Source: an optimization exercise on an open RTL-to-GDS flow (aim: small area, a short achievable clock period and few clock cycles per item). Production flows keep margins and buffers that such runs may drop.
Only simulation tests tie the RTL to the original design; equivalence was not proved.
No activity file was given, so power comes from the tool's default toggle rates.

Design esp3_codec, start of the top module:
module esp3_codec (
    input  wire        clk,
    input  wire        rst,
    input  wire        teach_en,
    input  wire [31:0] local_addr,
    input  wire        in_valid,
    input  wire [7:0]  in_data,
    output reg         in_ready,
    output reg         res_valid,
    input  wire        res_ready,
    output wire [1:0]  res_status,
    output reg  [1:0]  res_tag,
    output wire [7:0]  res_type,
    output wire [15:0] res_dlen,
    output wire [7:0]  res_olen,
    output wire [63:0] res_head,
    output wire [31:0] res_sender,
    output wire [7:0]  res_rstatus,
    output wire [31:0] res_dest,
    output reg         res_resp,
    output reg         tx_valid,
    input  wire        tx_ready,
    output reg  [7:0]  tx_data,
    output reg         tx_last
);
    localparam [2:0] S_HUNT = 3'd0,   
                     S_HDR  = 3'd1,   
                     S_HCRC = 3'd2,   
                     S_DATA = 3'd3,   
                     S_OPT  = 3'd4,   
                     S_DCRC = 3'd5;   
    function [7:0] crc8;
        input [7:0] c;
        input [7:0] b;
        integer k;
        reg [7:0] x;
        begin
            x = c ^ b;
            for (k = 0; k < 8; k = k + 1)
                x = x[7] ? ((x << 1) ^ 8'h07) : (x << 1);
            crc8 = x;
        end
    endfunction
    reg [2:0]  state;
  ...
Size: about 920 cells after synthesis, about 290 flip-flops, about 13000 µm² of cells after synthesis.
clock: 6.5 ns
lec_check: 0
cap_margin: 20
core_margin: 2
core_utilization: 40
setup_slack_margin: 4.2
slew_margin: 20
tns_end_percent: 5
buffer_ports_args: -buffer_cell sky130_fd_sc_hd__buf_1
cts_args: -sink_clustering_enable -repair_clock_nets -dont_use_dummy_load -buf_list sky130_fd_sc_hd__clkbuf_8 -sink_clustering_size 16 -sink_clustering_max_diameter 50
standard.sh (not shown) runs the stock make flow with config.mk's settings and CLKGATE_MAP_FILE= SYNTH_SCRIPT=/design/flow/synth_recipe.tcl, a recipe that flattens the netlist after the stock synthesis.
==> flow/flow/run.sh <==
#!/bin/bash
# The standard layout (the standard.sh, standard synthesis included)
# with two changes to how the layout is made:
#  - each port gets a sky130_fd_sc_hd__buf_1 buffer; the standard flow's
#    buffer_ports picks the clkdlybuf4s50_1 delay cell, which is larger and
#    slower;
#  - clock tree synthesis adds no dummy load cells and builds the tree
#    from clkbuf_8 cells, in clusters of at most 16 sinks.
# make's full output goes to standard.log; ORFS keeps each step's own log
# under orfs/logs/.
set -euo pipefail
cat >> config.mk <<'EOT'
export BUFFER_PORTS_ARGS = -buffer_cell sky130_fd_sc_hd__buf_1
export CTS_ARGS = -sink_clustering_enable -repair_clock_nets -dont_use_dummy_load -buf_list sky130_fd_sc_hd__clkbuf_8 -sink_clustering_size 16 -sink_clustering_max_diameter 50
EOT
bash standard.sh > standard.log 2>&1
The first run went through all stages and came out clean.
Testbench counts at the start, summed over its fixed seeds: cycles 56,415, bytes 55,529.
==> next run, changes <==
==> flow/flow/run.sh (replaced) <==
#!/bin/bash
# The standard layout (the standard.sh, standard synthesis included)
# with two changes to how the layout is made:
#  - each port gets a sky130_fd_sc_hd__buf_1 buffer; the standard flow's
#    buffer_ports picks the clkdlybuf4s50_1 delay cell, which is larger and
#    slower;
#  - clock tree synthesis adds no dummy load cells and builds the tree
#    from clkbuf_16 cells at the root and branches and clkbuf_8 cells at the
#    leaves, in clusters of at most 16 sinks.
# make's full output goes to standard.log; ORFS keeps each step's own log
# under orfs/logs/.
set -euo pipefail
cat >> config.mk <<'EOT'
export BUFFER_PORTS_ARGS = -buffer_cell sky130_fd_sc_hd__buf_1
export CTS_ARGS = -sink_clustering_enable -repair_clock_nets -dont_use_dummy_load -buf_list sky130_fd_sc_hd__clkbuf_8 -root_buf sky130_fd_sc_hd__clkbuf_16 -tree_buf sky130_fd_sc_hd__clkbuf_16 -sink_clustering_size 16 -sink_clustering_max_diameter 50
EOT
bash standard.sh > standard.log 2>&1
CORE_UTILIZATION = 50   (was 40)
CTS_ARGS = -sink_clustering_enable -repair_clock_nets -dont_use_dummy_load -buf_list sky130_fd_sc_hd__clkbuf_8 -root_buf sky130_fd_sc_hd__clkbuf_16 -tree_buf sky130_fd_sc_hd__clkbuf_16 -sink_clustering_size 16 -sink_clustering_max_diameter 50   (was -sink_clustering_enable -repair_clock_nets -dont_use_dummy_load -buf_list sky130_fd_sc_hd__clkbuf_8 -sink_clustering_size 16 -sink_clustering_max_diameter 50)
Critical path depth grows by 5. Global-route usage grows by 5.2 points. Final area grows by 0.74%. Die area shrinks by 20%. Hold slack gets better by 44 ps. Sequential power is about the same. Combinational power shrinks by about 8%. Clock power grows by about 10%.

========
Starting RTL as in the previous note.
==> flow/design.v (excerpt) <==
module esp3_codec (
    input  wire        clk,
    input  wire        rst,
    input  wire        teach_en,
    input  wire [31:0] local_addr,
    input  wire        in_valid,
    input  wire [7:0]  in_data,
    output reg         in_ready,
    output reg         res_valid,
    input  wire        res_ready,
    output wire [1:0]  res_status,
    output reg  [1:0]  res_tag,
    output wire [7:0]  res_type,
    output wire [15:0] res_dlen,
    output wire [7:0]  res_olen,
    output wire [63:0] res_head,
    output wire [31:0] res_sender,
    output wire [7:0]  res_rstatus,
    output wire [31:0] res_dest,
    output reg         res_resp,
    output reg         tx_valid,
    input  wire        tx_ready,
    output reg  [7:0]  tx_data,
    output reg         tx_last
);
Settings: LEC_CHECK=0, CAP_MARGIN=20, CORE_MARGIN=2, CORE_UTILIZATION=40, SETUP_SLACK_MARGIN=4.2, SLEW_MARGIN=20, TNS_END_PERCENT=5, BUFFER_PORTS_ARGS=-buffer_cell sky130_fd_sc_hd__buf_1, CTS_ARGS=-sink_clustering_enable -repair_clock_nets -dont_use_dummy_load -buf_list sky130_fd_sc_hd__clkbuf_8 -root_buf sky130_fd_sc_hd__clkbuf_16 -tree_buf sky130_fd_sc_hd__clkbuf_16 -sink_clustering_size 16 -sink_clustering_max_diameter 50; clock period 6.5 ns.
==> flow/flow/run.sh <==
#!/bin/bash
# The standard layout (the standard.sh, standard synthesis included)
# with two changes to how the layout is made:
#  - each port gets a sky130_fd_sc_hd__buf_1 buffer; the standard flow's
#    buffer_ports picks the clkdlybuf4s50_1 delay cell, which is larger and
#    slower;
#  - clock tree synthesis adds no dummy load cells and builds the tree
#    from clkbuf_16 cells at the root and branches and clkbuf_8 cells at the
#    leaves, in clusters of at most 16 sinks.
# make's full output goes to standard.log; ORFS keeps each step's own log
# under orfs/logs/.
set -euo pipefail
cat >> config.mk <<'EOT'
export BUFFER_PORTS_ARGS = -buffer_cell sky130_fd_sc_hd__buf_1
export CTS_ARGS = -sink_clustering_enable -repair_clock_nets -dont_use_dummy_load -buf_list sky130_fd_sc_hd__clkbuf_8 -root_buf sky130_fd_sc_hd__clkbuf_16 -tree_buf sky130_fd_sc_hd__clkbuf_16 -sink_clustering_size 16 -sink_clustering_max_diameter 50
EOT
bash standard.sh > standard.log 2>&1
The starting point completed without violations.
Testbench counts at the start, summed over its fixed seeds: cycles 56,415, bytes 55,529.
Rerun with:
--- a/flow/flow/run.sh
+++ b/flow/flow/run.sh
@@ -9 +9 @@
-#    leaves, in clusters of at most 16 sinks.
+#    leaves, in clusters of at most 12 sinks.
@@ -15 +15 @@
-export CTS_ARGS = -sink_clustering_enable -repair_clock_nets -dont_use_dummy_load -buf_list sky130_fd_sc_hd__clkbuf_8 -root_buf sky130_fd_sc_hd__clkbuf_16 -tree_buf sky130_fd_sc_hd__clkbuf_16 -sink_clustering_size 16 -sink_clustering_max_diameter 50
+export CTS_ARGS = -sink_clustering_enable -repair_clock_nets -dont_use_dummy_load -buf_list sky130_fd_sc_hd__clkbuf_8 -root_buf sky130_fd_sc_hd__clkbuf_16 -tree_buf sky130_fd_sc_hd__clkbuf_16 -sink_clustering_size 12 -sink_clustering_max_diameter 40
CTS_ARGS = -sink_clustering_enable -repair_clock_nets -dont_use_dummy_load -buf_list sky130_fd_sc_hd__clkbuf_8 -root_buf sky130_fd_sc_hd__clkbuf_16 -tree_buf sky130_fd_sc_hd__clkbuf_16 -sink_clustering_size 12 -sink_clustering_max_diameter 40   (was -sink_clustering_enable -repair_clock_nets -dont_use_dummy_load -buf_list sky130_fd_sc_hd__clkbuf_8 -root_buf sky130_fd_sc_hd__clkbuf_16 -tree_buf sky130_fd_sc_hd__clkbuf_16 -sink_clustering_size 16 -sink_clustering_max_diameter 50)
Result: The changed run passed the timing, DRC and antenna checks. Sequential share of layout area came out lower by 1.1 points. Clock power came out higher by about 25%. Utilization came out higher by 1.0 points.

-- what the ideal ports hide --
No port has a modelled driver above. Below, the same layouts with a new extraction and two added sets of constraints. Step 1 (the two cells are an assumption about what drives the block):
set clk [get_ports {clk}]
set_driving_cell -lib_cell sky130_fd_sc_hd__clkbuf_16 $clk
set_driving_cell -lib_cell sky130_fd_sc_hd__buf_2 [delete_from_list [all_inputs] $clk]
Step 2, shift: input delay + t, output delay - t, t = (earliest + latest rising clock arrival at the registers) / 2. This alone moves slack from input paths to output paths. a / b / c = ideal / step 1 / step 2; a / b = the first two.
| run | t (ns) | slack for setup (ns) | slew at the worst register clock pin (ns) |
|---|---|---|---|
| the first run of note 1 | 0.621 | 3.896 / 3.851 / 3.336 | 0.10 / 0.10 |
| the second run of note 1 | 0.518 | 3.914 / 3.900 / 3.381 | 0.09 / 0.09 |
| the first run of note 2 | 0.550 | 3.940 / 3.933 / 3.441 | 0.09 / 0.09 |
| the second run of note 2 | 0.540 | 3.929 / 3.929 / 3.444 | 0.08 / 0.08 |
After both steps setup and hold are still met in every run listed. For the first run of note 1, which loses most, drivers alone change the setup slack by -0.045 ns; drivers and shift together by -0.560 ns.
